What follows belongs to an exercise in optimizing a design on an open flow for small area, a short achievable clock period and few clock cycles; a production flow would make more cautious choices. Where RTL was checked, it was by simulation tests only, not by an equivalence proof against the original.

// sonpe
module sonpe (
    input  wire         clk,
    input  wire         rst,           
    input  wire         start,
    input  wire [255:0] seed,          
    input  wire [63:0]  index,
    input  wire [63:0]  list_size,
    output wire         ready,
    output reg          done,
    output reg  [1:0]   err,           
    output wire [63:0]  result
);
Size: about 9600 cells after synthesis, ~460 I/O pins, ~98000 µm² of cells after synthesis.
clock: 10.0 ns
lec_check: 0
cap_margin: 20
core_margin: 2
core_utilization: 40
cts_cluster_diameter: 80
cts_cluster_size: 24
setup_slack_margin: 5
slew_margin: 20
synth_hierarchical: 1
standard.sh (not shown) runs the stock make flow with config.mk's settings and CLKGATE_MAP_FILE= SYNTH_SCRIPT=/design/flow/synth_recipe.tcl, a recipe that flattens the netlist after the stock synthesis.
==> flow/flow/run.sh <==
#!/bin/bash
set -euo pipefail
bash standard.sh 'BUFFER_PORTS_ARGS=-buffer_cell sky130_fd_sc_hd__buf_1' SETUP_SLACK_MARGIN=5.5 finish > standard.log 2>&1
Edit:
==> flow/flow/run.sh (replaced) <==
#!/bin/bash
set -euo pipefail
bash standard.sh 'BUFFER_PORTS_ARGS=-buffer_cell sky130_fd_sc_hd__buf_1' SETUP_SLACK_MARGIN=6 finish > standard.log 2>&1
Effect: First-iteration DRC count decreases by 7.1%. Routed wire length went down by about 2.3%. Design area climbs by about 4.7%. Sequential share of layout area is lower by 1.5 points.
No functional check of the RTL was part of any run of this note.

---

Setup of juniper:
sonpe, a different RTL version from the one above (not shown whole).
For scale: ~9,900 cells after synthesis, roughly 460 I/O pins, roughly 100,000 µm² of cells after synthesis.
==> flow/config.mk <==
export PLATFORM = sky130hd
export DESIGN_NAME = sonpe
export DESIGN_NICKNAME = sonpe
export VERILOG_FILES = /design/flow/design.v
export SDC_FILE = /design/flow/constraint.sdc
export NUM_CORES = 4
export LEC_CHECK = 0
export CAP_MARGIN = 20
export CORE_MARGIN = 2
export CORE_UTILIZATION = 40
export CTS_CLUSTER_DIAMETER = 80
export CTS_CLUSTER_SIZE = 24
export SETUP_SLACK_MARGIN = 5
export SLEW_MARGIN = 20
export SYNTH_HIERARCHICAL = 1
==> flow/constraint.sdc <==
create_clock -name core_clock -period 10.0 [get_ports {clk}]
set_input_delay 2.0000 -clock core_clock [delete_from_list [all_inputs] [get_ports {clk}]]
set_output_delay 2.0000 -clock core_clock [all_outputs]
set_load 0.01 [all_outputs]
==> flow/flow/run.sh <==
#!/bin/bash
set -euo pipefail
bash standard.sh 'BUFFER_PORTS_ARGS=-buffer_cell sky130_fd_sc_hd__buf_1' SETUP_SLACK_MARGIN=5.5 finish > standard.log 2>&1
Testbench counts of juniper, summed over its fixed seeds: cycles 141,484.
The following lists how indigo was set up differently from juniper:
==> flow/flow/run.sh <==
#!/bin/bash
set -euo pipefail
bash standard.sh 'BUFFER_PORTS_ARGS=-buffer_cell sky130_fd_sc_hd__buf_1' SETUP_SLACK_MARGIN=5.75 finish > standard.log 2>&1
[summary]
Logic depth of the worst register-to-register path came out lower on indigo than on juniper.
Number of multi-input combinational cells: juniper vs indigo, no meaningful difference
Against juniper, indigo reports a setup slack of the critical path after layout that is higher.
When indigo is set beside juniper, its detailed placer's ending HPWL turns out to be about 1.1% larger.
Wire: indigo routes more than juniper
In the tables for juniper and indigo, count of clock-buffer cells in the layout reads lower with juniper.
Input-level comparison between tundra and indigo:
Settings: ABC_AREA: unset -> 1.
==> flow/flow/run.sh <==
#!/bin/bash
set -euo pipefail
bash standard.sh 'BUFFER_PORTS_ARGS=-buffer_cell sky130_fd_sc_hd__buf_1' SETUP_SLACK_MARGIN=6 finish > standard.log 2>&1
Findings:
On area growth from synthesis to layout, the lower figure sits with tundra, not indigo. tundra has routed wire length above what indigo had. Half-perimeter wire length after detailed placement on tundra is up relative to indigo. Going from indigo to tundra, final clock period utilization by the worst path decreased by 3.8 points relative to the old numbers, starting utilization of the core area now sits lower, count of cells along the worst register-to-register path went up 1. tundra reports its critical path startpoint as u_piv.ld while indigo reports u_src.e[12]. [compare] base=indigo new=tundra: number of fillers in the final layout went up.
[inputs] raven vs tundra
Settings: SYNTH_HIERARCHICAL no longer set, was 1.
Results
- Measured against tundra, the number of standard cells in the final layout excluding fillers of raven comes out at 0.833 times the reference value.
- Diff tundra -> raven: non-clock inverter instance count of the final layout -about 36%; number of antenna violations at the first check in global routing has decreased.
- Max met2 global-route usage across tundra and raven: raven
- Total routed wirelength for raven: 8.1% down relative to tundra
- In the tables for tundra and raven, delay contributed by the slowest stage of the critical path reads higher with tundra.
- Synthesized area ends up higher on tundra.
## Diff of input files: cedar against raven
Settings: ABC_AREA removed (was 1); PLACE_DENSITY newly set to 0.72; SYNTH_HIERARCHICAL newly set to 1; CORE_UTILIZATION changed from 40 to 62.
==> flow/flow/run.sh <==
#!/bin/bash
set -euo pipefail
bash standard.sh 'BUFFER_PORTS_ARGS=-buffer_cell sky130_fd_sc_hd__buf_1' SETUP_SLACK_MARGIN=5.5 finish > standard.log 2>&1
[summary]
- cedar reached the final stage; the timing, DRC and antenna checks on its layout passed.
- Of the two values seen for worst setup path endpoint, u_src.hkw[27] was produced by cedar and u_piv.a[31] by raven.
- Going from raven to cedar, final period utilization down 3.7 points; synthesized cell count down 1,163; via count down 6.3%.

---

## try-amber
sonpe, a different RTL version from the one above (not shown whole).
Size in the first run: ~100,000 um^2 of cells after synthesis.
Design sonpe, start of the top module:
module sonpe (
    input  wire         clk,
    input  wire         rst,           
    input  wire         start,
    input  wire [255:0] seed,          
    input  wire [63:0]  index,
    input  wire [63:0]  list_size,
    output wire         ready,
    output reg          done,
    output reg  [1:0]   err,           
    output wire [63:0]  result
);
==> flow/config.mk <==
export PLATFORM = sky130hd
export DESIGN_NAME = sonpe
export DESIGN_NICKNAME = sonpe
export VERILOG_FILES = /design/flow/design.v
export SDC_FILE = /design/flow/constraint.sdc
export NUM_CORES = 4
export LEC_CHECK = 0
export CAP_MARGIN = 20
export CORE_MARGIN = 2
export CORE_UTILIZATION = 40
export SETUP_SLACK_MARGIN = 5
export SLEW_MARGIN = 20
export SYNTH_HIERARCHICAL = 1
==> flow/constraint.sdc <==
create_clock -name core_clock -period 10.0 [get_ports {clk}]
set_input_delay 2.0000 -clock core_clock [delete_from_list [all_inputs] [get_ports {clk}]]
set_output_delay 2.0000 -clock core_clock [all_outputs]
set_load 0.01 [all_outputs]
==> flow/flow/run.sh <==
#!/bin/bash
# The standard layout (standard.sh: the ORFS flow, synthesis unchanged),
# except that the port buffers are the smallest buffer cell rather than the
# delay buffer buffer_ports picks by default. Every port still gets a buffer.
set -euo pipefail
bash standard.sh 'BUFFER_PORTS_ARGS=-buffer_cell sky130_fd_sc_hd__buf_1' finish > standard.log 2>&1
Per the final summary, try-amber finished and its layout is clean on timing, DRC and antenna.
Testbench counts of try-amber, summed over its fixed seeds: cycles 141,484.
Relative to try-amber, the following input files were edited for try-lagoon:
# try-amber
export LEC_CHECK = 0
export CAP_MARGIN = 20
export CORE_MARGIN = 2
export CORE_UTILIZATION = 40
export SETUP_SLACK_MARGIN = 5
export SLEW_MARGIN = 20
export SYNTH_HIERARCHICAL = 1
create_clock -name core_clock -period 10.0 [get_ports {clk}]
# try-lagoon
export LEC_CHECK = 0
export CAP_MARGIN = 20
export CORE_MARGIN = 2
export CORE_UTILIZATION = 40
export CTS_CLUSTER_DIAMETER = 80
export CTS_CLUSTER_SIZE = 24
export SETUP_SLACK_MARGIN = 5
export SLEW_MARGIN = 20
export SYNTH_HIERARCHICAL = 1
create_clock -name core_clock -period 10.0 [get_ports {clk}]
==> flow/flow/run.sh <==
#!/bin/bash
set -euo pipefail
bash standard.sh 'BUFFER_PORTS_ARGS=-buffer_cell sky130_fd_sc_hd__buf_1' SETUP_SLACK_MARGIN=5.5 finish > standard.log 2>&1
## What came out
try-lagoon completed end to end with timing, DRC and antenna clean. In try-lagoon, buffering stage count on the worst path with inverters included is higher than in try-amber. try-amber ended up with d2 as its launch point of the critical path; try-lagoon ended up with state[1]. Relative to try-amber, the filler-free cell count of the finished design measured on try-lagoon has decreased slightly.

---

sonpe with an RTL version that a note above also has.
Size in the first run: roughly 9900 cells after synthesis, ~460 I/O pins.
clock: 10.0 ns
lec_check: 0
cap_margin: 20
core_margin: 2
core_utilization: 55
cts_cluster_diameter: 80
cts_cluster_size: 24
place_density: 0.65
setup_slack_margin: 5
slew_margin: 20
synth_hierarchical: 1
==> flow/flow/run.sh <==
#!/bin/bash
set -euo pipefail
bash standard.sh 'BUFFER_PORTS_ARGS=-buffer_cell sky130_fd_sc_hd__buf_1' SETUP_SLACK_MARGIN=5.5 finish > standard.log 2>&1
The starting point passed the timing, DRC and antenna checks.
Testbench counts at the start, summed over its fixed seeds: cycles 141,484.
Edit:
ABC_AREA = 1   (was unset)
CORE_UTILIZATION = 40   (was 55)
PLACE_DENSITY = unset   (was 0.65)
Outcome:
- routed wire length came out higher by a quarter to a third
- synthesized cell count is higher by well over a third
- cell count rises by well over a third
- final area rises by a little under a tenth
Edit:
==> flow/flow/run.sh (replaced) <==
#!/bin/bash
set -euo pipefail
bash standard.sh 'BUFFER_PORTS_ARGS=-buffer_cell sky130_fd_sc_hd__buf_1' SETUP_SLACK_MARGIN=6 finish > standard.log 2>&1
ABC_AREA = unset   (was 1)
After rerunning:
- worst setup slack loses 3.3 ps
- core utilization climbs by 2.6 points
- die area decreases by a few percent
- cell area goes down slightly
- synthesized area went down by a few percent
- via count falls by about a fifth
Edit:
==> flow/flow/run.sh (replaced) <==
#!/bin/bash
set -euo pipefail
bash standard.sh 'BUFFER_PORTS_ARGS=-buffer_cell sky130_fd_sc_hd__buf_1' SETUP_SLACK_MARGIN=5.5 finish > standard.log 2>&1
ABC_AREA = 1   (was unset)
SYNTH_HIERARCHICAL = unset   (was 1)
- clock-buffer cell count rose by 4
- clock skew rose by 25 ps
- non-clock buffer count fell by 100
- global-route usage rose by 2.7 points

---

== run E ==
RTL: one of the versions met above, not the one the previous note started from.
Size in the first run: about 9700 cells after synthesis, ~100000 sq um of cells after synthesis.
==> flow/config.mk <==
export PLATFORM = sky130hd
export DESIGN_NAME = sonpe
export DESIGN_NICKNAME = sonpe
export VERILOG_FILES = /design/flow/design.v
export SDC_FILE = /design/flow/constraint.sdc
export NUM_CORES = 4
export LEC_CHECK = 0
export CAP_MARGIN = 20
export CORE_MARGIN = 2
export CORE_UTILIZATION = 40
export CTS_CLUSTER_DIAMETER = 80
export CTS_CLUSTER_SIZE = 30
export SETUP_SLACK_MARGIN = 5
export SLEW_MARGIN = 20
export SYNTH_HIERARCHICAL = 1
==> flow/constraint.sdc <==
create_clock -name core_clock -period 10.0 [get_ports {clk}]
set_input_delay 2.0000 -clock core_clock [delete_from_list [all_inputs] [get_ports {clk}]]
set_output_delay 2.0000 -clock core_clock [all_outputs]
set_load 0.01 [all_outputs]
run.sh (not shown) runs the stock make flow with config.mk's settings and CLKGATE_MAP_FILE= SYNTH_SCRIPT=/design/flow/synth_recipe.tcl, a recipe that flattens the netlist after the stock synthesis.
Stock flow here: none of the scripts above is used.
Testbench counts of run E, summed over its fixed seeds: cycles 141,484.
Changes in run P relative to run E:
# run E
export LEC_CHECK = 0
export CAP_MARGIN = 20
export CORE_MARGIN = 2
export CORE_UTILIZATION = 40
export CTS_CLUSTER_DIAMETER = 80
export CTS_CLUSTER_SIZE = 30
export SETUP_SLACK_MARGIN = 5
export SLEW_MARGIN = 20
export SYNTH_HIERARCHICAL = 1
create_clock -name core_clock -period 10.0 [get_ports {clk}]
# run P
export LEC_CHECK = 0
export CAP_MARGIN = 20
export CORE_MARGIN = 2
export CORE_UTILIZATION = 40
export CTS_CLUSTER_DIAMETER = 80
export CTS_CLUSTER_SIZE = 24
export SETUP_SLACK_MARGIN = 5
export SLEW_MARGIN = 20
export SYNTH_HIERARCHICAL = 1
create_clock -name core_clock -period 10.0 [get_ports {clk}]
==> flow/flow/run.sh (new file) <==
#!/bin/bash
# The standard layout (standard.sh: the ORFS flow, synthesis unchanged),
# except that the port buffers are the smallest buffer cell rather than the
# delay buffer buffer_ports picks by default. Every port still gets a buffer.
set -euo pipefail
bash standard.sh 'BUFFER_PORTS_ARGS=-buffer_cell sky130_fd_sc_hd__buf_1' finish > standard.log 2>&1
==> flow/standard.sh (new file) <==
#!/bin/bash
# synth_recipe.tcl (not shown) runs the flow's synth.tcl, then flattens the netlist and writes it again
# the make line also repeats each setting of config.mk as NAME=value (left out here)
make -C /OpenROAD-flow-scripts/flow DESIGN_CONFIG=/design/flow/config.mk WORK_HOME=/design/flow/orfs CLKGATE_MAP_FILE= SYNTH_SCRIPT=/design/flow/synth_recipe.tcl "${@:-finish}"
removed: flow/run.sh
==> run summary <==
Taking run E as the reference point, the pre-CTS setup slack of run P falls by 26 ps.
Run P: full flow OK, the timing, DRC and antenna checks passed
When run P is measured against run E, its critical path arrival turns out 30 ps lower.
Going from run E to run P, sequential share of layout area now larger, setup slack of the critical path after layout now smaller, post-detailed-routing wire length now larger, first-pass GRT wire length now larger.
Diff run E -> run P | highest clock rate | down slightly

[static timing again, ports no longer ideal]
In the flow no input, the clock included, has a driving cell. The finished layouts below were timed again as built, in two steps. Step 1: set_driving_cell puts a clkbuf_16 on clk and a buf_2 on each other input, an assumption about the parent block. Step 2 adds t to the input delays and takes it off the output delays; t is the mean of the earliest and latest rising clock arrival at the registers after step 1. Input paths then give back, and output paths get back, about the clock's delay inside the block. Slacks: no drivers / after step 1 / after step 2; pairs: no drivers / after step 1.
run	shift t [ns]	setup slack, ns	pins driven straight from the clock port
the first run of note 1	0.891	5.414 / 5.414 / 5.414	1
the second run of note 1	0.930	5.382 / 5.382 / 5.382	1
juniper	0.924	5.541 / 5.541 / 5.541	1
indigo	0.907	5.655 / 5.655 / 5.655	1
tundra	0.944	6.033 / 6.033 / 6.033	1
raven	0.933	5.154 / 5.154 / 5.154	1
cedar	0.885	5.528 / 5.528 / 5.528	1
try-amber	0.964	5.102 / 5.102 / 5.102	1
try-lagoon	0.918	5.537 / 5.537 / 5.537	1
the first run of note 4	0.902	5.519 / 5.519 / 5.519	1
the second run of note 4	0.943	5.687 / 5.687 / 5.687	1
the third run of note 4	0.948	5.683 / 5.683 / 5.683	1
the fourth run of note 4	0.917	5.323 / 5.323 / 5.323	1
run E	0.913	5.109 / 5.109 / 5.109	1
run P	0.918	5.090 / 5.090 / 5.090	1
After both steps every run listed still meets setup and hold.
